This is an optimization exercise on Yosys and OpenROAD, whose aim is small area, a short achievable clock period and few clock cycles, not a production implementation. Function was checked by simulation only, so behaviour that the tests miss may differ from the original. Power figures rest on the tool's default switching activity, not on a simulated workload.

==> flow/design.v (excerpt) <==
module nut_fcv (
    input  wire        clk,
    input  wire        rst,         
    input  wire        bus_en,      
    input  wire        bus_we,      
    input  wire [1:0]  bus_size,    
    input  wire [11:0] bus_addr,    
    input  wire [31:0] bus_wdata,
    output reg  [31:0] bus_rdata    
);
clock: 10.0 ns
lec_check: 0
cap_margin: 30
core_margin: 2
core_utilization: 35
place_density: 0.5
setup_slack_margin: 5
slew_margin: 30
run.sh (not shown) runs the stock make flow with config.mk's settings and CLKGATE_MAP_FILE= SYNTH_SCRIPT=/design/flow/synth_recipe.tcl, a recipe that flattens the netlist after the stock synthesis.
The first run went through all stages and came out clean.
Testbench counts at the start, summed over its fixed seeds: cycles 31,033.
Next try:
--- a/flow/design.v
+++ b/flow/design.v
@@ -164,24 +164,25 @@
         for (gi = 0; gi < 64; gi = gi + 1) begin : g_st
             reg [7:0] b;
             always @(posedge clk)
                 if (st_we && ln_wr[gi % 8] && (cyv[gi % 8] ? gs[gi / 8 + 2] : gs[gi / 8 + 1]))
                     b <= ln_dat[gi % 8];
             assign stv[gi*8 +: 8] = b;
         end
     endgenerate
     assign stv[1023:512] = 512'd0;
     wire [7:0] in_op  = bus_wdata[7:0];
-    wire       k_off  = in_op[3] || (in_op[1] && in_op[0]);             
+    wire       is_cmdw = bus_en && bus_we && (bus_addr == 12'h000);
+    wire       k_off  = (in_op == OP_PCHK) || (in_op == OP_HEX2VAL) || (in_op == OP_HEX2STR);
     wire [2:0] k_c0   = k_off ? bus_wdata[14:12] : 3'd0;
-    wire       k_pl   = !in_op[3] && !in_op[2] && !in_op[1];            
-    wire       k_tx   = !in_op[2] && in_op[1] && in_op[0] && !bus_wdata[24];    
+    wire       k_pl   = (in_op == OP_BUILD);
+    wire       k_tx   = (in_op == OP_PCHK) && !bus_wdata[24];
     wire       k_rx   = !k_pl && !k_tx;
     reg  [7:0]   s_tx, s_rx, s_pll, s_plh, s_pl;
     reg  [3:0]   s_st;
     always @(*) begin
         for (c = 0; c < 8; c = c + 1) begin
             if (busy) begin
                 s_tx[c]  = e_tx[c];
                 s_rx[c]  = e_rx[c];
                 s_pll[c] = e_pll[c];
                 s_plh[c] = e_plh[c];
Result:
- The changed run went through all stages and came out clean
- total power barely changes
- first-iteration DRC count grows by 12%
- register-to-register slack degrades by 0.22 ns
- routed wire length grows by 7.8%
- sequential share of layout area is lower by 1.5 points
- setup slack is worse by 0.23 ns
- synthesized cell count rose by 1.3%
- area after synthesis climbs by 1.1%
- via count climbs by 5.3%
Testbench counts after the change, summed over its fixed seeds: cycles 31,033.

--- another note on this design; it stands on its own ---

Design nut_fcv, start of the top module:
module nut_fcv (
    input  wire        clk,
    input  wire        rst,         
    input  wire        bus_en,      
    input  wire        bus_we,      
    input  wire [1:0]  bus_size,    
    input  wire [11:0] bus_addr,    
    input  wire [31:0] bus_wdata,
    output reg  [31:0] bus_rdata    
);
clock: 10.0 ns
lec_check: 0
cap_margin: 30
core_margin: 2
core_utilization: 50
place_density: 0.65
setup_slack_margin: 5
slew_margin: 30
run.sh (not shown) runs the stock make flow with config.mk's settings and CLKGATE_MAP_FILE= SYNTH_SCRIPT=/design/flow/synth_recipe.tcl, a recipe that flattens the netlist after the stock synthesis.
Testbench counts at the start, summed over its fixed seeds: cycles 30,839.
Change:
- CORE_UTILIZATION: 50 -> 35
- PLACE_DENSITY: 0.65 -> 0.5
Routed wire length rose by 1.3%; final area rose by 1.9%; clock-buffer cell count rose by 31.

---

nut_fcv again, from the RTL that the note above started with.
==> flow/config.mk <==
export PLATFORM = sky130hd
export DESIGN_NAME = nut_fcv
export DESIGN_NICKNAME = nut_fcv
export VERILOG_FILES = /design/flow/design.v
export SDC_FILE = /design/flow/constraint.sdc
export NUM_CORES = 4
export LEC_CHECK = 0
export CAP_MARGIN = 30
export CORE_MARGIN = 2
export CORE_UTILIZATION = 35
export CTS_BUF_LIST = sky130_fd_sc_hd__clkbuf_8 sky130_fd_sc_hd__clkbuf_16
export CTS_CLUSTER_DIAMETER = 80
export CTS_CLUSTER_SIZE = 30
export PLACE_DENSITY = 0.5
export SETUP_SLACK_MARGIN = 5
export SLEW_MARGIN = 30
==> flow/constraint.sdc <==
create_clock -name core_clock -period 10.0 [get_ports {clk}]
set_input_delay 2.0000 -clock core_clock [delete_from_list [all_inputs] [get_ports {clk}]]
set_output_delay 2.0000 -clock core_clock [all_outputs]
set_load 0.01 [all_outputs]
Testbench counts at the start, summed over its fixed seeds: cycles 30,839.
Rerun with:
Settings changed: CORE_UTILIZATION 35 to 50, PLACE_DENSITY 0.5 to 0.65.
What happened:
- The changed run ran to the end with no violations
- cell area decreases by 1.8%
- sequential cell count does not change
- global-route usage increases by 16 points
- synthesized area does not change
- routed wire length decreases by 1.0%

-- afterwards: timing with drivers on the ports --
How much do the figures lean on ideal ports? The routed layouts below were timed once more, with nothing changed but the port constraints.
Step 1, drivers: a clkbuf_16 drives clk and a buf_2 each remaining input, both assumed.
Step 2 moves the port delays by t, midway between the first and last clock arrival at a register: inputs arrive t later, outputs are due t later. That takes back most of the time a late clock gives input paths.
a / b / c = no drivers / after step 1 / after step 2; a / b = the first two.
run | shift t [ns] | setup slack, ns | worst register clock-pin slew, ns
the first run of note 1 | 1.166 | 4.844 / 4.815 / 3.649 | 0.08 / 0.08
the second run of note 1 | 1.196 | 4.619 / 4.362 / 3.166 | 0.07 / 0.07
the first run of note 2 | 1.170 | 4.661 / 4.537 / 3.367 | 0.10 / 0.10
the second run of note 2 | 1.205 | 4.752 / 4.818 / 3.613 | 0.08 / 0.08
the first run of note 3 | 1.139 | 4.593 / 4.593 / 3.595 | 0.12 / 0.12
the second run of note 3 | 1.124 | 4.617 / 4.573 / 3.449 | 0.12 / 0.12
After both steps every run listed still meets setup and hold. The setup slack of the second run of note 1, which loses most, moves by -0.257 ns with the drivers and by -1.453 ns with both steps.
